This is an optimization exercise on Yosys and OpenROAD, whose aim is small area, a short achievable clock period and few clock cycles, not a production implementation.
Function was checked by simulation only, so behaviour that the tests miss may differ from the original.

$ cat flow/flow/run.sh
#!/bin/bash
# The standard layout (the standard flow's config.mk, constraints and synthesis,
# called through standard.sh), with one change: the timing repair that ORFS
# runs after clock-tree synthesis and after global routing aims at a setup
# slack of 22.8 ns on the design's 30 ns clock instead of 0 ns, so that it
# sizes the port buffers and the slowest paths for an achieved period of
# about 7.2 ns. make's full output goes to standard.log; each ORFS step keeps
# its own log under orfs/logs/.
set -euo pipefail
export SETUP_SLACK_MARGIN=22.8
bash standard.sh > standard.log 2>&1
$ cat flow/standard.sh
#!/bin/bash
# synth_recipe.tcl (not shown) runs the flow's synth.tcl, then flattens the netlist and writes it again
# the make line also repeats each setting of config.mk as NAME=value (left out here)
make -C /OpenROAD-flow-scripts/flow DESIGN_CONFIG=/design/flow/config.mk WORK_HOME=/design/flow/orfs CLKGATE_MAP_FILE= SYNTH_SCRIPT=/design/flow/synth_recipe.tcl "${@:-finish}"
$ cat flow/config.mk
export PLATFORM = sky130hd
export DESIGN_NAME = wb_estimator
export DESIGN_NICKNAME = wb_estimator
export VERILOG_FILES = /design/flow/design.v
export SDC_FILE = /design/flow/constraint.sdc
export NUM_CORES = 4
export LEC_CHECK = 0
export CAP_MARGIN = 20
export CORE_MARGIN = 2
export CORE_UTILIZATION = 60
export SLEW_MARGIN = 20
$ cat flow/constraint.sdc
create_clock -name core_clock -period 30.0 [get_ports {clk}]
set_input_delay 6.0000 -clock core_clock [delete_from_list [all_inputs] [get_ports {clk}]]
set_output_delay 6.0000 -clock core_clock [all_outputs]
set_load 0.01 [all_outputs]
$ cat flow/design.v
module wb_estimator (
    input  wire        clk,
    input  wire        rst,
    input  wire        start,
    input  wire [15:0] cfg_width,
    input  wire [15:0] cfg_height,
    input  wire [15:0] cfg_n,        
    input  wire [15:0] cfg_m,        
    input  wire [31:0] cfg_seed,
    output wire        busy,
    output reg         req_valid,
    input  wire        req_ready,
    output reg  [15:0] req_x,
    output reg  [15:0] req_y,
    input  wire        rsp_valid,
    input  wire [9:0]  rsp_r,
    input  wire [9:0]  rsp_g,
    input  wire [9:0]  rsp_b,
    output reg         done,
    output reg  [1:0]  status,       
    output reg  [31:0] gain_r,
    output reg  [31:0] gain_g,
    output reg  [31:0] gain_b,
    output wire [31:0] seed_out
);
    localparam ST_OK       = 2'd0;
    localparam ST_GUARDED  = 2'd1;
    localparam ST_REJECTED = 2'd2;
    localparam P_RUN  = 2'd0;        
    localparam P_SQ   = 2'd1;        
    localparam P_SQRT = 2'd2;        
    localparam P_DIV  = 2'd3;        
    reg         busy_i;              
    reg         busy_o;              
    assign busy = busy_o;
    wire        finish;              
    reg         gen_on;              
    reg         v_val;               
    reg         acc;                 
    reg         last;                
    reg         first;               
    wire        adv = !req_valid || req_ready;   
    reg  [1:0]  phase;
    reg  [4:0]  step;
    wire        step_end_sq = step == 5'd25;
    wire        step_end_dv = step == 5'd16;
    reg  [15:0] dim_x, dim_y;        
    reg  [15:0] n_cfg;
    wire        cfg_rej  = dim_x[15:2] == 14'd0 && dim_x[1:0] != 2'd3 ||
                           dim_y[15:2] == 14'd0 && dim_y[1:0] != 2'd3;
    wire        cfg_zero = n_cfg == 16'd0 || gm == 16'd0;
    wire        cfg_bad  = first && (cfg_rej || cfg_zero);
    wire        go      = !busy_i && start;
    function [15:0] dec16(input [15:0] x);   
        integer i;
        reg b;
        begin
            b = 1'b1;
            for (i = 0; i < 16; i = i + 1) begin
                dec16[i] = x[i] ^ b;
                b = b & ~x[i];
            end
        end
    endfunction
    function [25:0] acc26(input [25:0] t, input [9:0] m);   
        integer i;
        reg c;
        begin
            c = 1'b0;
            for (i = 0; i < 10; i = i + 1) begin
                acc26[i] = t[i] ^ m[i] ^ c;
                c = t[i] & m[i] | c & (t[i] ^ m[i]);
            end
            for (i = 10; i < 26; i = i + 1) begin
                acc26[i] = t[i] ^ c;
                c = c & t[i];
            end
        end
    endfunction
    reg  [31:0] seed;
    assign seed_out = seed;
    wire [30:0] seed1;               
    wire [31:0] seed2;               
    wb_lcg2 u_lcg (.s(seed), .seed1(seed1), .seed2(seed2));
    reg  [15:0] gn, gm;              
    localparam [14:0] CUTS = 15'b001_0101_0100_1000;
    localparam NP = 5;               
    reg  [NP-1:0] pv;                
    wire [30*NP-1:0] cutq;           
    reg  [30*NP-1:0] fin_next;       
    wire        fin_mode;            
    wire        fin_en;
    function integer cut_index(input integer j);
        integer i;
        begin
            cut_index = 0;
            for (i = 0; i < j; i = i + 1) if (CUTS[i]) cut_index = cut_index + 1;
        end
    endfunction
    reg  [14:0] vx, vy;
    wire [14:0] hzx, hzy;
    wire [14:0] wx [0:15];
    wire [14:0] wy [0:15];
    assign wx[0] = vx;
    assign wy[0] = vy;
    genvar j;
    generate
        for (j = 0; j < 15; j = j + 1) begin : g_mod
            assign hzx[j] = dim_x[15:j+1] == 0;
            assign hzy[j] = dim_y[15:j+1] == 0;
            wire [j:0]   tx = wx[j][14:14-j];
            wire [j:0]   ty = wy[j][14:14-j];
            wire [j+1:0] dx = {1'b0, tx} - {1'b0, dim_x[j:0]};
            wire [j+1:0] dy = {1'b0, ty} - {1'b0, dim_y[j:0]};
            wire         gx = hzx[j] && !dx[j+1];
            wire         gy = hzy[j] && !dy[j+1];
            wire [14:0]  ox, oy;
            if (j == 14) begin : g_last
                assign ox = gx ? dx[j:0] : tx;
                assign oy = gy ? dy[j:0] : ty;
            end else begin : g_mid
                assign ox = {gx ? dx[j:0] : tx, wx[j][13-j:0]};
                assign oy = {gy ? dy[j:0] : ty, wy[j][13-j:0]};
            end
            if (CUTS[j]) begin : g_cut
                localparam integer CI = cut_index(j);
                reg [14:0] rx, ry;
                always @(posedge clk)
                    if (fin_mode) begin
                        if (fin_en) begin
                            rx <= fin_next[30*CI +: 15];
                            ry <= fin_next[30*CI+15 +: 15];
                        end
                    end else if (adv) begin
                        rx <= ox;
                        ry <= oy;
                    end
                assign cutq[30*CI +: 15]    = rx;
                assign cutq[30*CI+15 +: 15] = ry;
                assign wx[j+1] = rx;
                assign wy[j+1] = ry;
            end else begin : g_pass
                assign wx[j+1] = ox;
                assign wy[j+1] = oy;
            end
        end
    endgenerate
    reg  [15:0] rn, rm;              
    reg         rfirst;              
    reg  [9:0]  mx_r, mx_g, mx_b;
    reg  [25:0] tot_r, tot_g, tot_b;
    reg         rv;
    reg  [9:0]  rr, rg, rb;
    always @(posedge clk) begin
        rr <= rsp_r;
        rg <= rsp_g;
        rb <= rsp_b;
    end
    wire [9:0]  cur_r = (rfirst || rr > mx_r) ? rr : mx_r;
    wire [9:0]  cur_g = (rfirst || rg > mx_g) ? rg : mx_g;
    wire [9:0]  cur_b = (rfirst || rb > mx_b) ? rb : mx_b;
    wire        rsp_end = rn == 16'd1;
    wire [25:0] nt_r = acc26(tot_r, mx_r);
    wire [25:0] nt_g = acc26(tot_g, mx_g);
    wire [25:0] nt_b = acc26(tot_b, mx_b);
    wire [53:0] sreg = cutq[53:0];     
    wire [28:0] sr   = cutq[88:60];    
    wire [25:0] tq   = cutq[115:90];   
    wire        sat_r = cutq[116], sat_g = cutq[117], sat_b = cutq[118];
    wire [25:0] rem_r = cutq[145:120];
    reg         m0_r, m0_g, m0_b;   
    wire [25:0] sq_a = m0_r ? tot_r : 26'd0;
    wire [25:0] sq_b = m0_g ? tot_g : 26'd0;
    wire [25:0] sq_c = m0_b ? tot_b : 26'd0;
    wire [27:0] sq_p  = sreg[53:26];
    wire [27:0] sq_s1 = sq_p ^ {2'd0, sq_a} ^ {2'd0, sq_b};
    wire [28:0] sq_c1 = {sq_p & {2'd0, sq_a} | sq_p & {2'd0, sq_b} | {2'd0, sq_a & sq_b}, 1'b0};
    wire [28:0] sq_s2 = {1'b0, sq_s1} ^ sq_c1 ^ {3'd0, sq_c};
    wire [28:0] sq_c2 = {sq_s1[27:0] & sq_c1[27:0] | sq_s1[27:0] & {2'd0, sq_c} | sq_c1[27:0] & {2'd0, sq_c}, 1'b0};
    wire [28:0] sq_sum;
    wire        sq_co;
    wb_add #(29) u_sq (.a(sq_s2), .b(sq_c2), .ci(1'b0), .s(sq_sum), .co(sq_co));
    wire [53:0] sq_next = {sq_sum, sreg[25:1]};
    wire [30:0] rt_cur = {sr, sreg[51:50]};
    wire [32:0] rt_x   = {2'b00, rt_cur};
    wire [32:0] rt_y   = ~{5'd0, tq, 2'b11};
    wire [32:0] rt_z   = ~{4'd0, tq, 3'b000};
    wire [32:0] rt_s   = rt_x ^ rt_y ^ rt_z;
    wire [32:0] rt_c   = {rt_x[31:0] & rt_y[31:0] | rt_x[31:0] & rt_z[31:0] | rt_y[31:0] & rt_z[31:0], 1'b1};
    wire [32:0] rt_dif;
    wire        rt_co;
    wb_add #(33) u_rt (.a(rt_s), .b(rt_c), .ci(1'b1), .s(rt_dif), .co(rt_co));
    wire        rt_ge  = !rt_dif[32];
    wire [25:0] t_fin  = {tq[24:0], rt_ge};
    wire [25:0] rem_g = {gm[9:0], gn};
    wire [25:0] rem_b = {rm[9:0], rn};
    wire        dbit = tq[0];          
    wire [26:0] dr_r = {rem_r, dbit};
    wire [26:0] dr_g = {rem_g, dbit};
    wire [26:0] dr_b = {rem_b, dbit};
    wire        div_on = busy_i && (phase == P_SQRT && step != 5'd0 || phase == P_DIV);
    wire        sat_on = phase == P_SQRT && step != 5'd0 && step <= 5'd10;
    wire [26:0] df_r, df_g, df_b;
    wire        q_r, q_g, q_b;       
    wb_add #(27) u_dr (.a(dr_r), .b(~{1'b0, tot_r}), .ci(1'b1), .s(df_r), .co(q_r));
    wb_add #(27) u_dg (.a(dr_g), .b(~{1'b0, tot_g}), .ci(1'b1), .s(df_g), .co(q_g));
    wb_add #(27) u_db (.a(dr_b), .b(~{1'b0, tot_b}), .ci(1'b1), .s(df_b), .co(q_b));
    wire [25:0] nr_r = q_r ? df_r[25:0] : dr_r[25:0];
    wire [25:0] nr_g = q_g ? df_g[25:0] : dr_g[25:0];
    wire [25:0] nr_b = q_b ? df_b[25:0] : dr_b[25:0];
    wire        any_zero = tot_r == 26'd0 || tot_g == 26'd0 || tot_b == 26'd0;
    wire        sq0_zero = busy_i && phase == P_SQ && step == 5'd0 && any_zero;
    wire        run_end  = phase == P_RUN && acc && last;
    assign fin_mode = phase != P_RUN || run_end;
    assign fin_en   = busy_i;
    always @(*) begin
        fin_next = cutq;
        case (phase)
            P_RUN: fin_next[53:0] = 54'd0;
            P_SQ: begin
                fin_next[53:0] = sq_next;
                if (step_end_sq) begin
                    fin_next[88:60]   = {27'd0, sq_next[53:52]};
                    fin_next[115:90]  = 26'd0;
                    fin_next[118:116] = 3'd0;
                    fin_next[145:120] = 26'd0;
                end
            end
            P_SQRT: begin
                fin_next[53:0]   = sreg << 2;
                fin_next[88:60]  = rt_ge ? rt_dif[28:0] : rt_cur[28:0];
                fin_next[115:90] = t_fin;
                if (step != 5'd0) fin_next[145:120] = nr_r;
                if (sat_on) fin_next[118:116] = {sat_b | q_b, sat_g | q_g, sat_r | q_r};
            end
            default: begin  
                fin_next[115:90]  = tq << 1;
                fin_next[145:120] = nr_r;
            end
        endcase
    end
    assign finish = cfg_bad || sq0_zero || busy_i && phase == P_DIV && step_end_dv;
    always @(posedge clk) begin
        if (rst) begin
            busy_i    <= 1'b0;
            rv        <= 1'b0;
            busy_o    <= 1'b0;
            done      <= 1'b0;
            req_valid <= 1'b0;
            gen_on    <= 1'b0;
            v_val     <= 1'b0;
            pv        <= {NP{1'b0}};
            acc       <= 1'b0;
            last      <= 1'b0;
            first     <= 1'b0;
        end else begin
            done  <= 1'b0;
            first <= go;
            busy_i <= (go || busy_i) && !finish;
            if (go) begin
                busy_o <= 1'b1;
                gen_on <= 1'b1;
            end
            if (finish) begin
                busy_o <= 1'b0;
                done <= 1'b1;
            end
            if (adv) begin
                req_valid <= pv[NP-1];
                pv        <= {pv[NP-2:0], v_val};
                v_val     <= gen_on && !cfg_bad;
                if (gen_on && gn == 16'd1 && gm == 16'd1) gen_on <= 1'b0;
            end
            if (cfg_bad) begin
                gen_on    <= 1'b0;
            end
            rv  <= rsp_valid;
            acc <= rv && rsp_end;
            if (rv && rsp_end && rm == 16'd1) last <= 1'b1;
            if (run_end) last <= 1'b0;
        end
    end
    always @(posedge clk) begin
        if (!busy_i) begin
            dim_x    <= cfg_width;
            dim_y    <= cfg_height;
            n_cfg    <= cfg_n;
            gn       <= cfg_n;
            gm       <= cfg_m;
            rn       <= cfg_n;
            rm       <= cfg_m;
            seed     <= cfg_seed;
            rfirst   <= 1'b1;
        end
        if (first) begin
            dim_x <= {dec16({1'b0, dim_x[15:1]}), dim_x[0]};
            dim_y <= {dec16({1'b0, dim_y[15:1]}), dim_y[0]};
        end
        if (adv) begin
            req_x <= {1'b0, wx[15]} + 16'd1;
            req_y <= {1'b0, wy[15]} + 16'd1;
            if (gen_on) begin
                vx     <= seed1[30:16];
                vy     <= seed2[30:16];
                if (!cfg_bad) seed <= seed2;
                if (gn == 16'd1) begin
                    gn <= n_cfg;
                    gm <= dec16(gm);
                end else begin
                    gn <= dec16(gn);
                end
            end
        end
        if (busy_i && phase == P_SQ && step_end_sq) begin
            gn <= 16'd0;
            gm <= 16'd0;
            rn <= 16'd0;
            rm <= 16'd0;
        end
        if (div_on) begin
            {gm[9:0], gn} <= nr_g;
            {rm[9:0], rn} <= nr_b;
        end
        if (rv) begin
            mx_r <= cur_r;
            mx_g <= cur_g;
            mx_b <= cur_b;
            rfirst <= rsp_end;
            if (rsp_end) begin
                rn <= n_cfg;
                rm <= dec16(rm);
            end else begin
                rn <= dec16(rn);
            end
        end
    end
    always @(posedge clk) begin
        if (!busy_i) begin
            phase <= P_RUN;
            tot_r <= 26'd0;
            tot_g <= 26'd0;
            tot_b <= 26'd0;
        end
        if (first) begin
            if (cfg_rej) begin
                status <= ST_REJECTED;
                gain_r <= 32'd0;
                gain_g <= 32'd0;
                gain_b <= 32'd0;
            end else begin
                status <= ST_GUARDED;
                gain_r <= 32'd65536;
                gain_g <= 32'd65536;
                gain_b <= 32'd65536;
            end
        end
        if (busy_i) case (phase)
            P_RUN: begin
                if (acc) begin
                    tot_r <= nt_r;
                    tot_g <= nt_g;
                    tot_b <= nt_b;
                end
                if (run_end) begin
                    phase  <= P_SQ;
                    step   <= 5'd0;
                    gain_r <= {6'd0, nt_r};
                    gain_g <= {6'd0, nt_g};
                    gain_b <= {6'd0, nt_b};
                    m0_r   <= nt_r[0];
                    m0_g   <= nt_g[0];
                    m0_b   <= nt_b[0];
                end
            end
            P_SQ: begin
                gain_r <= gain_r >> 1;
                gain_g <= gain_g >> 1;
                gain_b <= gain_b >> 1;
                m0_r   <= gain_r[1];
                m0_g   <= gain_g[1];
                m0_b   <= gain_b[1];
                step   <= step + 5'd1;
                if (step_end_sq) begin
                    phase <= P_SQRT;
                    step  <= 5'd0;
                end
                if (sq0_zero) begin
                    gain_r <= 32'd65536;
                    gain_g <= 32'd65536;
                    gain_b <= 32'd65536;
                end
            end
            P_SQRT: begin
                if (step != 5'd0) begin
                    gain_r <= {gain_r[30:0], q_r | sat_r};
                    gain_g <= {gain_g[30:0], q_g | sat_g};
                    gain_b <= {gain_b[30:0], q_b | sat_b};
                end
                step <= step + 5'd1;
                if (step_end_sq) begin
                    phase <= P_DIV;
                    step  <= 5'd0;
                end
            end
            P_DIV: begin
                gain_r <= {gain_r[30:0], q_r | sat_r};
                gain_g <= {gain_g[30:0], q_g | sat_g};
                gain_b <= {gain_b[30:0], q_b | sat_b};
                step   <= step + 5'd1;
                if (step_end_dv) status <= ST_OK;
            end
        endcase
    end
endmodule
module wb_add #(parameter W = 32) (input [W-1:0] a, input [W-1:0] b, input ci, output [W-1:0] s, output co);
    function integer lg2(input integer n);   
        integer k;
        begin
            lg2 = 0;
            for (k = 1; k < n; k = k * 2) lg2 = lg2 + 1;
        end
    endfunction
    localparam L = lg2(W + 1);
    wire [W:0] g0, p0;
    assign g0[0] = ci; assign p0[0] = 1'b0;
    assign g0[W:1] = a & b; assign p0[W:1] = a ^ b;
    wire [W:0] g [0:2*L];
    wire [W:0] p [0:2*L];
    assign g[0] = g0; assign p[0] = p0;
    genvar l, i;
    generate
        for (l = 0; l < L; l = l + 1) begin : up
            for (i = 0; i <= W; i = i + 1) begin : b
                if (((i + 1) % (2 << l)) == 0) begin : n
                    assign g[l+1][i] = g[l][i] | p[l][i] & g[l][i - (1 << l)];
                    assign p[l+1][i] = p[l][i] & p[l][i - (1 << l)];
                end else begin : w
                    assign g[l+1][i] = g[l][i]; assign p[l+1][i] = p[l][i];
                end
            end
        end
        for (l = L - 1; l >= 1; l = l - 1) begin : dn
            for (i = 0; i <= W; i = i + 1) begin : b
                if (((i + 1) % (1 << l)) == (1 << (l - 1)) && i >= (1 << l)) begin : n
                    assign g[2*L-l][i] = g[2*L-l-1][i] | p[2*L-l-1][i] & g[2*L-l-1][i - (1 << (l - 1))];
                    assign p[2*L-l][i] = p[2*L-l-1][i] & p[2*L-l-1][i - (1 << (l - 1))];
                end else begin : w
                    assign g[2*L-l][i] = g[2*L-l-1][i]; assign p[2*L-l][i] = p[2*L-l-1][i];
                end
            end
        end
    endgenerate
    wire [W:0] gc = g[2*L-1];    
    assign s = p0[W:1] ^ gc[W-1:0];
    assign co = gc[W];
endmodule
module wb_lcg2 (
    input  wire [31:0] s,
    output wire [30:0] seed1,    
    output wire [31:0] seed2     
);
    wire [31:0] m7; wire m7_co;
    wb_add #(32) u_m7 (.a({s[28:0], 3'd0}), .b(~s), .ci(1'b1), .s(m7), .co(m7_co));
    wire hs1 = s[19] ^ ~s[17];
    wire hc2 = s[19] & ~s[17];
    wire hs3 = s[20] ^ ~s[18];
    wire hc4 = s[20] & ~s[18];
    wire hs5 = s[21] ^ ~s[19];
    wire hc6 = s[21] & ~s[19];
    wire hs7 = s[22] ^ ~s[20];
    wire hc8 = s[22] & ~s[20];
    wire hs9 = s[23] ^ ~s[21];
    wire hc10 = s[23] & ~s[21];
    wire hs11 = s[24] ^ ~s[22];
    wire hc12 = s[24] & ~s[22];
    wire fs13 = s[25] ^ ~s[23] ^ s[0];
    wire fc14 = s[25] & ~s[23] | s[0] & (s[25] ^ ~s[23]);
    wire fs15 = s[26] ^ ~s[24] ^ s[1];
    wire fc16 = s[26] & ~s[24] | s[1] & (s[26] ^ ~s[24]);
    wire fs17 = s[27] ^ ~s[25] ^ s[2];
    wire fc18 = s[27] & ~s[25] | s[2] & (s[27] ^ ~s[25]);
    wire fs19 = s[28] ^ ~s[26] ^ s[3];
    wire fc20 = s[28] & ~s[26] | s[3] & (s[28] ^ ~s[26]);
    wire fs21 = s[29] ^ ~s[27] ^ s[4];
    wire fc22 = s[29] & ~s[27] | s[4] & (s[29] ^ ~s[27]);
    wire fs23 = s[30] ^ ~s[28] ^ s[5];
    wire fc24 = s[30] & ~s[28] | s[5] & (s[30] ^ ~s[28]);
    wire hs25 = s[0] ^ m7[26];
    wire hc26 = s[0] & m7[26];
    wire hs27 = s[12] ^ ~s[10];
    wire hc28 = s[12] & ~s[10];
    wire fs29 = s[13] ^ ~s[11] ^ 1'b1;
    wire fc30 = s[13] & ~s[11] | 1'b1 & (s[13] ^ ~s[11]);
    wire fs31 = s[14] ^ ~s[12] ^ 1'b1;
    wire fc32 = s[14] & ~s[12] | 1'b1 & (s[14] ^ ~s[12]);
    wire hs33 = m7[10] ^ m7[5];
    wire hc34 = m7[10] & m7[5];
    wire fs35 = s[15] ^ ~s[13] ^ m7[11];
    wire fc36 = s[15] & ~s[13] | m7[11] & (s[15] ^ ~s[13]);
    wire hs37 = m7[6] ^ ~m7[1];
    wire hc38 = m7[6] & ~m7[1];
    wire fs39 = s[16] ^ ~s[14] ^ m7[12];
    wire fc40 = s[16] & ~s[14] | m7[12] & (s[16] ^ ~s[14]);
    wire hs41 = m7[7] ^ ~m7[2];
    wire hc42 = m7[7] & ~m7[2];
    wire fs43 = s[17] ^ ~s[15] ^ m7[13];
    wire fc44 = s[17] & ~s[15] | m7[13] & (s[17] ^ ~s[15]);
    wire hs45 = m7[8] ^ ~m7[3];
    wire hc46 = m7[8] & ~m7[3];
    wire fs47 = s[18] ^ ~s[16] ^ m7[14];
    wire fc48 = s[18] & ~s[16] | m7[14] & (s[18] ^ ~s[16]);
    wire hs49 = m7[9] ^ ~m7[4];
    wire hc50 = m7[9] & ~m7[4];
    wire fs51 = 1'b1 ^ m7[15] ^ m7[10];
    wire fc52 = 1'b1 & m7[15] | m7[10] & (1'b1 ^ m7[15]);
    wire fs53 = ~m7[5] ^ ~m7[0] ^ hs1;
    wire fc54 = ~m7[5] & ~m7[0] | hs1 & (~m7[5] ^ ~m7[0]);
    wire fs55 = m7[16] ^ m7[11] ^ ~m7[6];
    wire fc56 = m7[16] & m7[11] | ~m7[6] & (m7[16] ^ m7[11]);
    wire fs57 = ~m7[1] ^ hs3 ^ hc2;
    wire fc58 = ~m7[1] & hs3 | hc2 & (~m7[1] ^ hs3);
    wire fs59 = m7[17] ^ m7[12] ^ ~m7[7];
    wire fc60 = m7[17] & m7[12] | ~m7[7] & (m7[17] ^ m7[12]);
    wire fs61 = ~m7[2] ^ hs5 ^ hc4;
    wire fc62 = ~m7[2] & hs5 | hc4 & (~m7[2] ^ hs5);
    wire fs63 = m7[18] ^ m7[13] ^ ~m7[8];
    wire fc64 = m7[18] & m7[13] | ~m7[8] & (m7[18] ^ m7[13]);
    wire fs65 = ~m7[3] ^ hs7 ^ hc6;
    wire fc66 = ~m7[3] & hs7 | hc6 & (~m7[3] ^ hs7);
    wire fs67 = m7[19] ^ m7[14] ^ ~m7[9];
    wire fc68 = m7[19] & m7[14] | ~m7[9] & (m7[19] ^ m7[14]);
    wire fs69 = ~m7[4] ^ hs9 ^ hc8;
    wire fc70 = ~m7[4] & hs9 | hc8 & (~m7[4] ^ hs9);
    wire fs71 = m7[20] ^ m7[15] ^ ~m7[10];
    wire fc72 = m7[20] & m7[15] | ~m7[10] & (m7[20] ^ m7[15]);
    wire fs73 = ~m7[5] ^ hs11 ^ hc10;
    wire fc74 = ~m7[5] & hs11 | hc10 & (~m7[5] ^ hs11);
    wire fs75 = m7[21] ^ m7[16] ^ ~m7[11];
    wire fc76 = m7[21] & m7[16] | ~m7[11] & (m7[21] ^ m7[16]);
    wire fs77 = ~m7[6] ^ fs13 ^ hc12;
    wire fc78 = ~m7[6] & fs13 | hc12 & (~m7[6] ^ fs13);
    wire fs79 = m7[22] ^ m7[17] ^ ~m7[12];
    wire fc80 = m7[22] & m7[17] | ~m7[12] & (m7[22] ^ m7[17]);
    wire fs81 = ~m7[7] ^ fs15 ^ fc14;
    wire fc82 = ~m7[7] & fs15 | fc14 & (~m7[7] ^ fs15);
    wire fs83 = m7[23] ^ m7[18] ^ ~m7[13];
    wire fc84 = m7[23] & m7[18] | ~m7[13] & (m7[23] ^ m7[18]);
    wire fs85 = ~m7[8] ^ fs17 ^ fc16;
    wire fc86 = ~m7[8] & fs17 | fc16 & (~m7[8] ^ fs17);
    wire fs87 = m7[24] ^ m7[19] ^ ~m7[14];
    wire fc88 = m7[24] & m7[19] | ~m7[14] & (m7[24] ^ m7[19]);
    wire fs89 = ~m7[9] ^ fs19 ^ fc18;
    wire fc90 = ~m7[9] & fs19 | fc18 & (~m7[9] ^ fs19);
    wire fs91 = m7[25] ^ m7[20] ^ ~m7[15];
    wire fc92 = m7[25] & m7[20] | ~m7[15] & (m7[25] ^ m7[20]);
    wire fs93 = ~m7[10] ^ fs21 ^ fc20;
    wire fc94 = ~m7[10] & fs21 | fc20 & (~m7[10] ^ fs21);
    wire fs95 = m7[21] ^ ~m7[16] ^ ~m7[11];
    wire fc96 = m7[21] & ~m7[16] | ~m7[11] & (m7[21] ^ ~m7[16]);
    wire fs97 = fs23 ^ hs25 ^ fc22;
    wire fc98 = fs23 & hs25 | fc22 & (fs23 ^ hs25);
    wire hs99 = s[4] ^ ~s[2];
    wire hc100 = s[4] & ~s[2];
    wire fs101 = s[5] ^ ~s[3] ^ 1'b1;
    wire fc102 = s[5] & ~s[3] | 1'b1 & (s[5] ^ ~s[3]);
    wire hs103 = s[6] ^ ~s[4];
    wire hc104 = s[6] & ~s[4];
    wire hs105 = s[7] ^ ~s[5];
    wire hc106 = s[7] & ~s[5];
    wire hs107 = s[8] ^ ~s[6];
    wire hc108 = s[8] & ~s[6];
    wire fs109 = s[9] ^ ~s[7] ^ m7[5];
    wire fc110 = s[9] & ~s[7] | m7[5] & (s[9] ^ ~s[7]);
    wire fs111 = s[10] ^ ~s[8] ^ m7[6];
    wire fc112 = s[10] & ~s[8] | m7[6] & (s[10] ^ ~s[8]);
    wire fs113 = s[11] ^ ~s[9] ^ m7[7];
    wire fc114 = s[11] & ~s[9] | m7[7] & (s[11] ^ ~s[9]);
    wire fs115 = 1'b1 ^ m7[8] ^ m7[3];
    wire fc116 = 1'b1 & m7[8] | m7[3] & (1'b1 ^ m7[8]);
    wire fs117 = m7[9] ^ m7[4] ^ fs29;
    wire fc118 = m7[9] & m7[4] | fs29 & (m7[9] ^ m7[4]);
    wire fs119 = ~m7[0] ^ fs31 ^ hs33;
    wire fc120 = ~m7[0] & fs31 | hs33 & (~m7[0] ^ fs31);
    wire fs121 = fs35 ^ hs37 ^ fc32;
    wire fc122 = fs35 & hs37 | fc32 & (fs35 ^ hs37);
    wire fs123 = fs39 ^ hs41 ^ fc36;
    wire fc124 = fs39 & hs41 | fc36 & (fs39 ^ hs41);
    wire fs125 = fs43 ^ hs45 ^ fc40;
    wire fc126 = fs43 & hs45 | fc40 & (fs43 ^ hs45);
    wire fs127 = fs47 ^ hs49 ^ fc44;
    wire fc128 = fs47 & hs49 | fc44 & (fs47 ^ hs49);
    wire fs129 = fs51 ^ fs53 ^ fc48;
    wire fc130 = fs51 & fs53 | fc48 & (fs51 ^ fs53);
    wire fs131 = fs55 ^ fs57 ^ fc52;
    wire fc132 = fs55 & fs57 | fc52 & (fs55 ^ fs57);
    wire fs133 = fs59 ^ fs61 ^ fc56;
    wire fc134 = fs59 & fs61 | fc56 & (fs59 ^ fs61);
    wire fs135 = fs63 ^ fs65 ^ fc60;
    wire fc136 = fs63 & fs65 | fc60 & (fs63 ^ fs65);
    wire fs137 = fs67 ^ fs69 ^ fc64;
    wire fc138 = fs67 & fs69 | fc64 & (fs67 ^ fs69);
    wire fs139 = fs71 ^ fs73 ^ fc68;
    wire fc140 = fs71 & fs73 | fc68 & (fs71 ^ fs73);
    wire fs141 = fs75 ^ fs77 ^ fc72;
    wire fc142 = fs75 & fs77 | fc72 & (fs75 ^ fs77);
    wire fs143 = fs79 ^ fs81 ^ fc76;
    wire fc144 = fs79 & fs81 | fc76 & (fs79 ^ fs81);
    wire fs145 = fs83 ^ fs85 ^ fc80;
    wire fc146 = fs83 & fs85 | fc80 & (fs83 ^ fs85);
    wire fs147 = fs87 ^ fs89 ^ fc84;
    wire fc148 = fs87 & fs89 | fc84 & (fs87 ^ fs89);
    wire fs149 = fs91 ^ fs93 ^ fc88;
    wire fc150 = fs91 & fs93 | fc88 & (fs91 ^ fs93);
    wire fs151 = fs95 ^ fs97 ^ fc92;
    wire fc152 = fs95 & fs97 | fc92 & (fs95 ^ fs97);
    wire hs153 = s[2] ^ ~s[0];
    wire hc154 = s[2] & ~s[0];
    wire fs155 = s[3] ^ ~s[1] ^ 1'b1;
    wire fc156 = s[3] & ~s[1] | 1'b1 & (s[3] ^ ~s[1]);
    wire fs157 = 1'b1 ^ m7[0] ^ hs99;
    wire fc158 = 1'b1 & m7[0] | hs99 & (1'b1 ^ m7[0]);
    wire fs159 = m7[1] ^ fs101 ^ hc100;
    wire fc160 = m7[1] & fs101 | hc100 & (m7[1] ^ fs101);
    wire fs161 = m7[2] ^ hs103 ^ fc102;
    wire fc162 = m7[2] & hs103 | fc102 & (m7[2] ^ hs103);
    wire fs163 = m7[3] ^ hs105 ^ hc104;
    wire fc164 = m7[3] & hs105 | hc104 & (m7[3] ^ hs105);
    wire fs165 = m7[4] ^ hs107 ^ hc106;
    wire fc166 = m7[4] & hs107 | hc106 & (m7[4] ^ hs107);
    wire fs167 = m7[0] ^ fs109 ^ hc108;
    wire fc168 = m7[0] & fs109 | hc108 & (m7[0] ^ fs109);
    wire fs169 = m7[1] ^ fs111 ^ fc110;
    wire fc170 = m7[1] & fs111 | fc110 & (m7[1] ^ fs111);
    wire fs171 = m7[2] ^ fs113 ^ fc112;
    wire fc172 = m7[2] & fs113 | fc112 & (m7[2] ^ fs113);
    wire fs173 = hs27 ^ fs115 ^ fc114;
    wire fc174 = hs27 & fs115 | fc114 & (hs27 ^ fs115);
    wire fs175 = hc28 ^ fs117 ^ fc116;
    wire fc176 = hc28 & fs117 | fc116 & (hc28 ^ fs117);
    wire fs177 = fc30 ^ fs119 ^ fc118;
    wire fc178 = fc30 & fs119 | fc118 & (fc30 ^ fs119);
    wire fs179 = hc34 ^ fs121 ^ fc120;
    wire fc180 = hc34 & fs121 | fc120 & (hc34 ^ fs121);
    wire fs181 = hc38 ^ fs123 ^ fc122;
    wire fc182 = hc38 & fs123 | fc122 & (hc38 ^ fs123);
    wire fs183 = hc42 ^ fs125 ^ fc124;
    wire fc184 = hc42 & fs125 | fc124 & (hc42 ^ fs125);
    wire fs185 = hc46 ^ fs127 ^ fc126;
    wire fc186 = hc46 & fs127 | fc126 & (hc46 ^ fs127);
    wire fs187 = hc50 ^ fs129 ^ fc128;
    wire fc188 = hc50 & fs129 | fc128 & (hc50 ^ fs129);
    wire fs189 = fc54 ^ fs131 ^ fc130;
    wire fc190 = fc54 & fs131 | fc130 & (fc54 ^ fs131);
    wire fs191 = fc58 ^ fs133 ^ fc132;
    wire fc192 = fc58 & fs133 | fc132 & (fc58 ^ fs133);
    wire fs193 = fc62 ^ fs135 ^ fc134;
    wire fc194 = fc62 & fs135 | fc134 & (fc62 ^ fs135);
    wire fs195 = fc66 ^ fs137 ^ fc136;
    wire fc196 = fc66 & fs137 | fc136 & (fc66 ^ fs137);
    wire fs197 = fc70 ^ fs139 ^ fc138;
    wire fc198 = fc70 & fs139 | fc138 & (fc70 ^ fs139);
    wire fs199 = fc74 ^ fs141 ^ fc140;
    wire fc200 = fc74 & fs141 | fc140 & (fc74 ^ fs141);
    wire fs201 = fc78 ^ fs143 ^ fc142;
    wire fc202 = fc78 & fs143 | fc142 & (fc78 ^ fs143);
    wire fs203 = fc82 ^ fs145 ^ fc144;
    wire fc204 = fc82 & fs145 | fc144 & (fc82 ^ fs145);
    wire fs205 = fc86 ^ fs147 ^ fc146;
    wire fc206 = fc86 & fs147 | fc146 & (fc86 ^ fs147);
    wire fs207 = fc90 ^ fs149 ^ fc148;
    wire fc208 = fc90 & fs149 | fc148 & (fc90 ^ fs149);
    wire fs209 = fc94 ^ fs151 ^ fc150;
    wire fc210 = fc94 & fs151 | fc150 & (fc94 ^ fs151);
    wire [30:0] seed1_a = {fs209 , fs207 , fs205 , fs203 , fs201 , fs199 , fs197 , fs195 , fs193 , fs191 , fs189 , fs187 , fs185 , fs183 , fs181 , fs179 , fs177 , fs175 , fs173 , fs171 , fs169 , fs167 , fs165 , fs163 , fs161 , fs159 , fs157 , fs155 , 1'b1 , s[1] , s[0]};
    wire [30:0] seed1_b = {fc208 , fc206 , fc204 , fc202 , fc200 , fc198 , fc196 , fc194 , fc192 , fc190 , fc188 , fc186 , fc184 , fc182 , fc180 , fc178 , fc176 , fc174 , fc172 , fc170 , fc168 , fc166 , fc164 , fc162 , fc160 , fc158 , fc156 , hc154 , hs153 , 1'b0 , 1'b1};
    wire seed1_co;
    wb_add #(31) u_seed1 (.a(seed1_a), .b(seed1_b), .ci(1'b0), .s(seed1), .co(seed1_co));
    wire hs211 = ~s[9] ^ s[3];
    wire hc212 = ~s[9] & s[3];
    wire fs213 = ~s[10] ^ s[4] ^ s[2];
    wire fc214 = ~s[10] & s[4] | s[2] & (~s[10] ^ s[4]);
    wire fs215 = ~s[11] ^ s[5] ^ s[3];
    wire fc216 = ~s[11] & s[5] | s[3] & (~s[11] ^ s[5]);
    wire fs217 = ~s[12] ^ s[6] ^ s[4];
    wire fc218 = ~s[12] & s[6] | s[4] & (~s[12] ^ s[6]);
    wire hs219 = 1'b1 ^ ~m7[21];
    wire hc220 = 1'b1 & ~m7[21];
    wire fs221 = ~s[13] ^ s[7] ^ s[5];
    wire fc222 = ~s[13] & s[7] | s[5] & (~s[13] ^ s[7]);
    wire fs223 = 1'b1 ^ ~m7[22] ^ m7[18];
    wire fc224 = 1'b1 & ~m7[22] | m7[18] & (1'b1 ^ ~m7[22]);
    wire fs225 = ~s[14] ^ s[8] ^ s[6];
    wire fc226 = ~s[14] & s[8] | s[6] & (~s[14] ^ s[8]);
    wire fs227 = 1'b1 ^ ~m7[23] ^ m7[19];
    wire fc228 = 1'b1 & ~m7[23] | m7[19] & (1'b1 ^ ~m7[23]);
    wire hs229 = m7[13] ^ ~m7[2];
    wire hc230 = m7[13] & ~m7[2];
    wire fs231 = ~s[15] ^ s[9] ^ s[7];
    wire fc232 = ~s[15] & s[9] | s[7] & (~s[15] ^ s[9]);
    wire fs233 = 1'b1 ^ ~m7[24] ^ m7[20];
    wire fc234 = 1'b1 & ~m7[24] | m7[20] & (1'b1 ^ ~m7[24]);
    wire fs235 = m7[14] ^ ~m7[3] ^ m7[1];
    wire fc236 = m7[14] & ~m7[3] | m7[1] & (m7[14] ^ ~m7[3]);
    wire fs237 = ~s[16] ^ s[10] ^ s[8];
    wire fc238 = ~s[16] & s[10] | s[8] & (~s[16] ^ s[10]);
    wire fs239 = 1'b1 ^ ~m7[25] ^ m7[21];
    wire fc240 = 1'b1 & ~m7[25] | m7[21] & (1'b1 ^ ~m7[25]);
    wire fs241 = m7[15] ^ ~m7[4] ^ m7[2];
    wire fc242 = m7[15] & ~m7[4] | m7[2] & (m7[15] ^ ~m7[4]);
    wire fs243 = ~s[17] ^ s[11] ^ s[9];
    wire fc244 = ~s[17] & s[11] | s[9] & (~s[17] ^ s[11]);
    wire fs245 = ~m7[26] ^ m7[22] ^ m7[16];
    wire fc246 = ~m7[26] & m7[22] | m7[16] & (~m7[26] ^ m7[22]);
    wire hs247 = ~m7[5] ^ m7[3];
    wire hc248 = ~m7[5] & m7[3];
    wire fs249 = ~s[18] ^ s[12] ^ s[10];
    wire fc250 = ~s[18] & s[12] | s[10] & (~s[18] ^ s[12]);
    wire fs251 = ~m7[27] ^ m7[23] ^ m7[17];
    wire fc252 = ~m7[27] & m7[23] | m7[17] & (~m7[27] ^ m7[23]);
    wire hs253 = ~m7[6] ^ m7[4];
    wire hc254 = ~m7[6] & m7[4];
    wire fs255 = ~s[19] ^ s[13] ^ s[11];
    wire fc256 = ~s[19] & s[13] | s[11] & (~s[19] ^ s[13]);
    wire fs257 = 1'b1 ^ ~m7[28] ^ m7[24];
    wire fc258 = 1'b1 & ~m7[28] | m7[24] & (1'b1 ^ ~m7[28]);
    wire fs259 = m7[18] ^ ~m7[7] ^ m7[5];
    wire fc260 = m7[18] & ~m7[7] | m7[5] & (m7[18] ^ ~m7[7]);
    wire fs261 = ~s[20] ^ s[14] ^ s[12];
    wire fc262 = ~s[20] & s[14] | s[12] & (~s[20] ^ s[14]);
    wire fs263 = ~m7[29] ^ m7[25] ^ m7[19];
    wire fc264 = ~m7[29] & m7[25] | m7[19] & (~m7[29] ^ m7[25]);
    wire hs265 = ~m7[8] ^ m7[6];
    wire hc266 = ~m7[8] & m7[6];
    wire fs267 = ~s[21] ^ s[15] ^ s[13];
    wire fc268 = ~s[21] & s[15] | s[13] & (~s[21] ^ s[15]);
    wire fs269 = ~s[0] ^ ~m7[30] ^ m7[26];
    wire fc270 = ~s[0] & ~m7[30] | m7[26] & (~s[0] ^ ~m7[30]);
    wire fs271 = m7[20] ^ ~m7[9] ^ m7[7];
    wire fc272 = m7[20] & ~m7[9] | m7[7] & (m7[20] ^ ~m7[9]);
    wire fs273 = ~s[22] ^ s[16] ^ s[14];
    wire fc274 = ~s[22] & s[16] | s[14] & (~s[22] ^ s[16]);
    wire fs275 = ~s[1] ^ ~m7[31] ^ m7[27];
    wire fc276 = ~s[1] & ~m7[31] | m7[27] & (~s[1] ^ ~m7[31]);
    wire fs277 = m7[21] ^ ~m7[10] ^ m7[8];
    wire fc278 = m7[21] & ~m7[10] | m7[8] & (m7[21] ^ ~m7[10]);
    wire hs279 = ~s[2] ^ 1'b1;
    wire hc280 = ~s[2] & 1'b1;
    wire fs281 = ~s[3] ^ 1'b1 ^ ~m7[12];
    wire fc282 = ~s[3] & 1'b1 | ~m7[12] & (~s[3] ^ 1'b1);
    wire hs283 = ~s[4] ^ ~m7[13];
    wire hc284 = ~s[4] & ~m7[13];
    wire hs285 = ~s[5] ^ ~m7[14];
    wire hc286 = ~s[5] & ~m7[14];
    wire fs287 = ~s[6] ^ s[0] ^ ~m7[15];
    wire fc288 = ~s[6] & s[0] | ~m7[15] & (~s[6] ^ s[0]);
    wire fs289 = ~s[7] ^ s[1] ^ ~m7[16];
    wire fc290 = ~s[7] & s[1] | ~m7[16] & (~s[7] ^ s[1]);
    wire fs291 = ~s[8] ^ s[2] ^ s[0];
    wire fc292 = ~s[8] & s[2] | s[0] & (~s[8] ^ s[2]);
    wire hs293 = ~m7[17] ^ m7[13];
    wire hc294 = ~m7[17] & m7[13];
    wire fs295 = s[1] ^ 1'b1 ^ ~m7[18];
    wire fc296 = s[1] & 1'b1 | ~m7[18] & (s[1] ^ 1'b1);
    wire fs297 = m7[14] ^ m7[8] ^ hs211;
    wire fc298 = m7[14] & m7[8] | hs211 & (m7[14] ^ m7[8]);
    wire fs299 = 1'b1 ^ ~m7[19] ^ m7[15];
    wire fc300 = 1'b1 & ~m7[19] | m7[15] & (1'b1 ^ ~m7[19]);
    wire fs301 = m7[9] ^ fs213 ^ hc212;
    wire fc302 = m7[9] & fs213 | hc212 & (m7[9] ^ fs213);
    wire fs303 = 1'b1 ^ ~m7[20] ^ m7[16];
    wire fc304 = 1'b1 & ~m7[20] | m7[16] & (1'b1 ^ ~m7[20]);
    wire fs305 = m7[10] ^ fs215 ^ fc214;
    wire fc306 = m7[10] & fs215 | fc214 & (m7[10] ^ fs215);
    wire fs307 = m7[17] ^ m7[11] ^ ~m7[0];
    wire fc308 = m7[17] & m7[11] | ~m7[0] & (m7[17] ^ m7[11]);
    wire fs309 = fs217 ^ hs219 ^ fc216;
    wire fc310 = fs217 & hs219 | fc216 & (fs217 ^ hs219);
    wire fs311 = m7[12] ^ ~m7[1] ^ fs221;
    wire fc312 = m7[12] & ~m7[1] | fs221 & (m7[12] ^ ~m7[1]);
    wire fs313 = fs223 ^ fc218 ^ hc220;
    wire fc314 = fs223 & fc218 | hc220 & (fs223 ^ fc218);
    wire fs315 = m7[0] ^ fs225 ^ fs227;
    wire fc316 = m7[0] & fs225 | fs227 & (m7[0] ^ fs225);
    wire fs317 = hs229 ^ fc222 ^ fc224;
    wire fc318 = hs229 & fc222 | fc224 & (hs229 ^ fc222);
    wire fs319 = fs231 ^ fs233 ^ fs235;
    wire fc320 = fs231 & fs233 | fs235 & (fs231 ^ fs233);
    wire fs321 = fc226 ^ fc228 ^ hc230;
    wire fc322 = fc226 & fc228 | hc230 & (fc226 ^ fc228);
    wire fs323 = fs237 ^ fs239 ^ fs241;
    wire fc324 = fs237 & fs239 | fs241 & (fs237 ^ fs239);
    wire fs325 = fc232 ^ fc234 ^ fc236;
    wire fc326 = fc232 & fc234 | fc236 & (fc232 ^ fc234);
    wire fs327 = fs243 ^ fs245 ^ hs247;
    wire fc328 = fs243 & fs245 | hs247 & (fs243 ^ fs245);
    wire fs329 = fc238 ^ fc240 ^ fc242;
    wire fc330 = fc238 & fc240 | fc242 & (fc238 ^ fc240);
    wire fs331 = fs249 ^ fs251 ^ hs253;
    wire fc332 = fs249 & fs251 | hs253 & (fs249 ^ fs251);
    wire fs333 = fc244 ^ fc246 ^ hc248;
    wire fc334 = fc244 & fc246 | hc248 & (fc244 ^ fc246);
    wire fs335 = fs255 ^ fs257 ^ fs259;
    wire fc336 = fs255 & fs257 | fs259 & (fs255 ^ fs257);
    wire fs337 = fc250 ^ fc252 ^ hc254;
    wire fc338 = fc250 & fc252 | hc254 & (fc250 ^ fc252);
    wire fs339 = fs261 ^ fs263 ^ hs265;
    wire fc340 = fs261 & fs263 | hs265 & (fs261 ^ fs263);
    wire fs341 = fc256 ^ fc258 ^ fc260;
    wire fc342 = fc256 & fc258 | fc260 & (fc256 ^ fc258);
    wire fs343 = fs267 ^ fs269 ^ fs271;
    wire fc344 = fs267 & fs269 | fs271 & (fs267 ^ fs269);
    wire fs345 = fc262 ^ fc264 ^ hc266;
    wire fc346 = fc262 & fc264 | hc266 & (fc262 ^ fc264);
    wire fs347 = fs273 ^ fs275 ^ fs277;
    wire fc348 = fs273 & fs275 | fs277 & (fs273 ^ fs275);
    wire fs349 = fc268 ^ fc270 ^ fc272;
    wire fc350 = fc268 & fc270 | fc272 & (fc268 ^ fc270);
    wire hs351 = ~s[1] ^ ~m7[10];
    wire hc352 = ~s[1] & ~m7[10];
    wire fs353 = ~m7[11] ^ m7[7] ^ m7[1];
    wire fc354 = ~m7[11] & m7[7] | m7[1] & (~m7[11] ^ m7[7]);
    wire fs355 = m7[8] ^ m7[2] ^ fs281;
    wire fc356 = m7[8] & m7[2] | fs281 & (m7[8] ^ m7[2]);
    wire fs357 = m7[9] ^ m7[3] ^ hs283;
    wire fc358 = m7[9] & m7[3] | hs283 & (m7[9] ^ m7[3]);
    wire fs359 = m7[10] ^ m7[4] ^ hs285;
    wire fc360 = m7[10] & m7[4] | hs285 & (m7[10] ^ m7[4]);
    wire fs361 = m7[11] ^ m7[5] ^ fs287;
    wire fc362 = m7[11] & m7[5] | fs287 & (m7[11] ^ m7[5]);
    wire fs363 = m7[12] ^ m7[6] ^ fs289;
    wire fc364 = m7[12] & m7[6] | fs289 & (m7[12] ^ m7[6]);
    wire fs365 = m7[7] ^ fs291 ^ hs293;
    wire fc366 = m7[7] & fs291 | hs293 & (m7[7] ^ fs291);
    wire fs367 = fs295 ^ fs297 ^ fc292;
    wire fc368 = fs295 & fs297 | fc292 & (fs295 ^ fs297);
    wire fs369 = fs299 ^ fs301 ^ fc296;
    wire fc370 = fs299 & fs301 | fc296 & (fs299 ^ fs301);
    wire fs371 = fs303 ^ fs305 ^ fc300;
    wire fc372 = fs303 & fs305 | fc300 & (fs303 ^ fs305);
    wire fs373 = fs307 ^ fs309 ^ fc304;
    wire fc374 = fs307 & fs309 | fc304 & (fs307 ^ fs309);
    wire fs375 = fs311 ^ fs313 ^ fc308;
    wire fc376 = fs311 & fs313 | fc308 & (fs311 ^ fs313);
    wire fs377 = fs315 ^ fs317 ^ fc312;
    wire fc378 = fs315 & fs317 | fc312 & (fs315 ^ fs317);
    wire fs379 = fs319 ^ fs321 ^ fc316;
    wire fc380 = fs319 & fs321 | fc316 & (fs319 ^ fs321);
    wire fs381 = fs323 ^ fs325 ^ fc320;
    wire fc382 = fs323 & fs325 | fc320 & (fs323 ^ fs325);
    wire fs383 = fs327 ^ fs329 ^ fc324;
    wire fc384 = fs327 & fs329 | fc324 & (fs327 ^ fs329);
    wire fs385 = fs331 ^ fs333 ^ fc328;
    wire fc386 = fs331 & fs333 | fc328 & (fs331 ^ fs333);
    wire fs387 = fs335 ^ fs337 ^ fc332;
    wire fc388 = fs335 & fs337 | fc332 & (fs335 ^ fs337);
    wire fs389 = fs339 ^ fs341 ^ fc336;
    wire fc390 = fs339 & fs341 | fc336 & (fs339 ^ fs341);
    wire fs391 = fs343 ^ fs345 ^ fc340;
    wire fc392 = fs343 & fs345 | fc340 & (fs343 ^ fs345);
    wire fs393 = fs347 ^ fs349 ^ fc344;
    wire fc394 = fs347 & fs349 | fc344 & (fs347 ^ fs349);
    wire hs395 = 1'b1 ^ ~m7[4];
    wire hc396 = 1'b1 & ~m7[4];
    wire fs397 = 1'b1 ^ ~m7[5] ^ m7[1];
    wire fc398 = 1'b1 & ~m7[5] | m7[1] & (1'b1 ^ ~m7[5]);
    wire fs399 = 1'b1 ^ ~m7[6] ^ m7[2];
    wire fc400 = 1'b1 & ~m7[6] | m7[2] & (1'b1 ^ ~m7[6]);
    wire hs401 = ~m7[7] ^ m7[3];
    wire hc402 = ~m7[7] & m7[3];
    wire hs403 = ~m7[8] ^ m7[4];
    wire hc404 = ~m7[8] & m7[4];
    wire fs405 = ~s[0] ^ ~m7[9] ^ m7[5];
    wire fc406 = ~s[0] & ~m7[9] | m7[5] & (~s[0] ^ ~m7[9]);
    wire fs407 = m7[6] ^ m7[0] ^ hs351;
    wire fc408 = m7[6] & m7[0] | hs351 & (m7[6] ^ m7[0]);
    wire fs409 = hs279 ^ fs353 ^ hc352;
    wire fc410 = hs279 & fs353 | hc352 & (hs279 ^ fs353);
    wire fs411 = hc280 ^ fs355 ^ fc354;
    wire fc412 = hc280 & fs355 | fc354 & (hc280 ^ fs355);
    wire fs413 = fc282 ^ fs357 ^ fc356;
    wire fc414 = fc282 & fs357 | fc356 & (fc282 ^ fs357);
    wire fs415 = hc284 ^ fs359 ^ fc358;
    wire fc416 = hc284 & fs359 | fc358 & (hc284 ^ fs359);
    wire fs417 = hc286 ^ fs361 ^ fc360;
    wire fc418 = hc286 & fs361 | fc360 & (hc286 ^ fs361);
    wire fs419 = fc288 ^ fs363 ^ fc362;
    wire fc420 = fc288 & fs363 | fc362 & (fc288 ^ fs363);
    wire fs421 = fc290 ^ fs365 ^ fc364;
    wire fc422 = fc290 & fs365 | fc364 & (fc290 ^ fs365);
    wire fs423 = hc294 ^ fs367 ^ fc366;
    wire fc424 = hc294 & fs367 | fc366 & (hc294 ^ fs367);
    wire fs425 = fc298 ^ fs369 ^ fc368;
    wire fc426 = fc298 & fs369 | fc368 & (fc298 ^ fs369);
    wire fs427 = fc302 ^ fs371 ^ fc370;
    wire fc428 = fc302 & fs371 | fc370 & (fc302 ^ fs371);
    wire fs429 = fc306 ^ fs373 ^ fc372;
    wire fc430 = fc306 & fs373 | fc372 & (fc306 ^ fs373);
    wire fs431 = fc310 ^ fs375 ^ fc374;
    wire fc432 = fc310 & fs375 | fc374 & (fc310 ^ fs375);
    wire fs433 = fc314 ^ fs377 ^ fc376;
    wire fc434 = fc314 & fs377 | fc376 & (fc314 ^ fs377);
    wire fs435 = fc318 ^ fs379 ^ fc378;
    wire fc436 = fc318 & fs379 | fc378 & (fc318 ^ fs379);
    wire fs437 = fc322 ^ fs381 ^ fc380;
    wire fc438 = fc322 & fs381 | fc380 & (fc322 ^ fs381);
    wire fs439 = fc326 ^ fs383 ^ fc382;
    wire fc440 = fc326 & fs383 | fc382 & (fc326 ^ fs383);
    wire fs441 = fc330 ^ fs385 ^ fc384;
    wire fc442 = fc330 & fs385 | fc384 & (fc330 ^ fs385);
    wire fs443 = fc334 ^ fs387 ^ fc386;
    wire fc444 = fc334 & fs387 | fc386 & (fc334 ^ fs387);
    wire fs445 = fc338 ^ fs389 ^ fc388;
    wire fc446 = fc338 & fs389 | fc388 & (fc338 ^ fs389);
    wire fs447 = fc342 ^ fs391 ^ fc390;
    wire fc448 = fc342 & fs391 | fc390 & (fc342 ^ fs391);
    wire fs449 = fc346 ^ fs393 ^ fc392;
    wire fc450 = fc346 & fs393 | fc392 & (fc346 ^ fs393);
    wire [31:0] seed2_a = {fs449 , fs447 , fs445 , fs443 , fs441 , fs439 , fs437 , fs435 , fs433 , fs431 , fs429 , fs427 , fs425 , fs423 , fs421 , fs419 , fs417 , fs415 , fs413 , fs411 , fs409 , fs407 , fs405 , hs403 , hs401 , fs399 , fs397 , m7[0] , 1'b1 , 1'b1 , 1'b1 , 1'b1};
    wire [31:0] seed2_b = {fc448 , fc446 , fc444 , fc442 , fc440 , fc438 , fc436 , fc434 , fc432 , fc430 , fc428 , fc426 , fc424 , fc422 , fc420 , fc418 , fc416 , fc414 , fc412 , fc410 , fc408 , fc406 , hc404 , hc402 , fc400 , fc398 , hc396 , hs395 , ~m7[3] , ~m7[2] , ~m7[1] , ~m7[0]};
    wire seed2_co;
    wb_add #(32) u_seed2 (.a(seed2_a), .b(seed2_b), .ci(1'b0), .s(seed2), .co(seed2_co));
endmodule
==> run notes <==
## critical path: stages (launching register included)
cell                       delay [ns]
sky130_fd_sc_hd__edfxtp_1        0.43
sky130_fd_sc_hd__buf_12          0.16
sky130_fd_sc_hd__buf_6           0.11
## worst max path at each step
stage | slack (ns) | start | to | cells after the start
after detailed placement | 20.59 | req_ready | seed[31] | 8
after CTS | 22.62 | seed[0] | seed_out[0] | 2
final | 22.64 | seed[0] | seed_out[0] | 2
after global routing | 22.55 | seed[0] | vx[14] | 28
after floorplan | 22.26 | req_ready | g_mod[3].g_cut.rx[0] | 5
after global placement | 20.60 | req_ready | seed[0] | 6
## layout make-up
type	instances	area, sq um	area share [%]
multi-input combinational	4628	39700	59.4
timing repair buffer	540	4390	6.57
tap	1265	1580	2.37
timing repair inverter	3	40.0	0.0599
antenna	1	2.50	0.00374
sequential	618	15900	23.8
clock inverter	28	345	0.517
inverter	714	2750	4.11
clock buffer	112	2180	3.26
## stage by stage
step / area, sq um / cells / utilization (%)
after floorplan: 57900 / 6178 / -
after global placement: 62200 / 7590 / 65.4
after detailed placement: 62200 / 7592 / 65.4
after CTS: 66000 / 7872 / 69.3
after global routing: 66800 / 7908 / 70.2
final: 66800 / 7909 / 70.2
## kinds of logic (layout without fill, tap and decap cells)
family | after synthesis | in the layout
other | 0 | 1
AOI/OAI and AO/OA | 1483 | 1483
xor gates and xnor gates | 292 | 292
adders and majority gates | 1073 | 1073
DFF | 618 | 618
buffers and inverters | 937 | 1397
muxes | 278 | 278
and+or+nand+nor | 1497 | 1502
## layer usage
layer  track usage (%)  vias up  wire length, microns
met2              59.6     2014                 85300
li1                  -    22700                     -
met3              5.19      475                 14000
met1              47.7    23800                 74100
met5                 0        -                    17
met4              18.6        2                 10200
## cells in the final DEF, fill, tap and decap left out, types with 89 or more instances in the layout
| cell | instances |
|---|---|
| sky130_fd_sc_hd__a21o_1 | 119 |
| sky130_fd_sc_hd__mux2i_1 | 173 |
| sky130_fd_sc_hd__buf_4 | 255 |
| sky130_fd_sc_hd__nand2_1 | 528 |
| sky130_fd_sc_hd__edfxtp_1 | 316 |
| sky130_fd_sc_hd__and2_1 | 89 |
| sky130_fd_sc_hd__fa_1 | 362 |
| sky130_fd_sc_hd__dfxtp_1 | 168 |
| sky130_fd_sc_hd__nor2_1 | 387 |
| sky130_fd_sc_hd__clkdlybuf4s50_1 | 130 |
| sky130_fd_sc_hd__a21oi_1 | 344 |
| sky130_fd_sc_hd__mux2_2 | 103 |
| sky130_fd_sc_hd__buf_2 | 113 |
| sky130_fd_sc_hd__xor2_1 | 108 |
| sky130_fd_sc_hd__ha_1 | 649 |
| sky130_fd_sc_hd__inv_1 | 697 |
| sky130_fd_sc_hd__xnor2_1 | 169 |
| sky130_fd_sc_hd__o21ai_0 | 354 |
## flip-flops by register name, summed over array words and instances (netlist names), 26 cells and up
register        cells
tot_g              26
g_mod.g_cut.ry     75
gain_g             32
tot_b              26
seed               32
gain_b             32
tot_r              26
gain_r             32
g_mod.g_cut.rx     75
## what timing repair did
| action | CTS | global route |
|---|---|---|
| setup buffers | 131 | 31 |
| setup endpoints to repair | 412 | 184 |
| hold buffers | 0 | 0 |
| pin swaps | 22 | 60 |
| hold endpoints to repair | 0 | 0 |
| gates cloned | 9 | 2 |
| resized for setup | 988 | 105 |
==> results_dict.tcl <==
set metrics [dict create \
    synthMostInstantiatedCell "sky130_fd_sc_hd__inv_1" \
    class_of_the_worst_hold_path "reg2reg" \
    hold_depth 0 \
    hold-worst-slack_ns 0.433 \
    synth.largest_area_cell "sky130_fd_sc_hd__edfxtp_1" \
    synth_mux_area_share_pct 5.07 \
    synthTopCellsByArea "sky130_fd_sc_hd__edfxtp_1 (16%), sky130_fd_sc_hd__ha_1 (15%), sky130_fd_sc_hd__fa_1 (14%), sky130_fd_sc_hd__dfxtp_1 (10%), sky130_fd_sc_hd__inv_1 (4.6%)" \
    htreeDepth 3 \
    status "finished clean" \
    syn_avg_cell_area_sq_um 9.34 \
    period_minus_slack_ns 7.36 \
    final_hold_viol_count 0 \
    cts_buffer_depth 3 \
    floorplan.initialDensity_pct 60.6 \
    rsz0062_at_grt "true" \
    detailed_place_hpwl_microns 136000 \
    r2r_endpoint "vx[14]" \
    numClockSinks 618 \
    netlist-cell-type-count 87 \
    drt.antenna.violating_nets 0 \
    layout_setup_ws_ns 22.64 \
    hold_path.startpoint "rr[6]" \
    die_area_sq_um 98600 \
    syn-instance-count 6178 \
    setup_tns_after_final_layout_ns 0 \
    grt_use_total_pct 36.6 \
    cts-buffers-inserted 76 \
    antenna_violations_before_repair 2 \
    mappedNetlistArea_sq_um 57700 \
    cp.required_ns 24.00 \
    clock_tree_root_buffer_cell "sky130_fd_sc_hd__clkbuf_16" \
    synth.yosys.seq_area_share_pct 26.9 \
    compound_gate_portion_of_the_synthesized_area_pct 17.0 \
    worst-path-max-fanout 2 \
    period_share_pct 24.5 \
    routed_wire_length_per_instance_microns 23.2 \
    worst-slew-pin-transition_ns 1.20 \
    max_freq_mhz 136 \
    clock-skew-final_ns 0.0316 \
    synth_largest_type_area_fraction_pct 16.5 \
    first_global_vias 48300 \
    leading_post_synthesis_cells_by_instance_count "sky130_fd_sc_hd__inv_1 (713), sky130_fd_sc_hd__ha_1 (681), sky130_fd_sc_hd__nand2_1 (535)" \
    worstReg2RegStart "seed[5]" \
    insertion_delay_ns 0.68 \
    layout-drive-gt1-share_pct 14.5 \
    drt_first_iter_violations 4718 \
    synth_top_flop_cell "sky130_fd_sc_hd__edfxtp_1" \
    routabilityCongestion 0.991 \
    post_synth_edffs 316 \
    reg2reg_depth 28 \
    post_drt_via_cell_ratio 6.20 \
    gr-total-overflow 0 \
    number_of_vias_in_the_routed_layout 49000 \
    drv.max_cap_violation_count 0 \
    drt_pass1_iterations 12 \
    post_synth_fa_ha_maj_area_fraction_pct 28.4 \
    synth_top_family_by_area "adder cells" \
    detailedPlace.worstSlack_ns 20.59 \
    hold-path-endpoint "mx_r[6]" \
    pin_count 296 \
    arrival_ns 1.36 \
    wire_length_of_the_first_global_routing_pass_microns 279000 \
    grt_max_degree 99 \
    setup_viol_count_final 0 \
    final-max-slew-violation-count 0 \
    syn-num-nets 7382 \
    clk_pin_slew_ns 0.06 \
    drt_drc_violations_left 0 \
    timing.setup.critical_path_class "reg2out" \
    timing.slew.headroom_pct 19.1 \
    die_w_microns 314 \
    area_fraction_in_and_or_nand_and_nor_cells_after_synthesis_pct 12.0 \
    core_sq_um 95200 \
    areaGrowthSynthToFinish_pct 15.9 \
    fill_cells 7490 \
    r2r_setup_slack_ns 22.80 \
    postRouteWirelength_microns 184000 \
    die-height_microns 314 \
    core.rowCount 113 \
    portBuffers 295 \
    synthXorXnorAreaFrac_pct 4.46 \
    synth_warnings 6 \
    finish.net_count 7785 \
    synthArstFlopShare_pct 0 \
    synth.ff_latch_count 618 \
    cts_tree "yes" \
    setup.worst_path.start_class "flop" \
    worst_setup_end_kind "output pin" \
]
Testbench counts, summed over its fixed seeds: cycles 25,470.

==> static timing again, ports no longer ideal <==
No port has a modelled driver above. Below, the same layout with a new extraction and two added sets of constraints.
Step 1 (the two cells are an assumption about what drives the block):
set clk [get_ports {clk}]
set_driving_cell -lib_cell sky130_fd_sc_hd__clkbuf_16 $clk
set_driving_cell -lib_cell sky130_fd_sc_hd__buf_2 [delete_from_list [all_inputs] $clk]
Step 2 adds t to the input delays and takes it off the output delays; t is the mean of the earliest and latest rising clock arrival at the registers after step 1. Input paths then give back, and output paths get back, about the clock's delay inside the block.
Slacks: no drivers / after step 1 / after step 2; pairs: no drivers / after step 1.
t (ns): 0.744
slack for setup (ns): 22.643 / 22.565 / 22.110
hold slack, ns: 0.433 / 0.433 / 0.433
worst setup path after step 2: input to register
latest minus earliest clock arrival (ns): 0.031 / 0.031
After both steps this run still meets setup and hold. For this run, drivers alone change the setup slack by -0.078 ns; drivers and shift together by -0.533 ns.
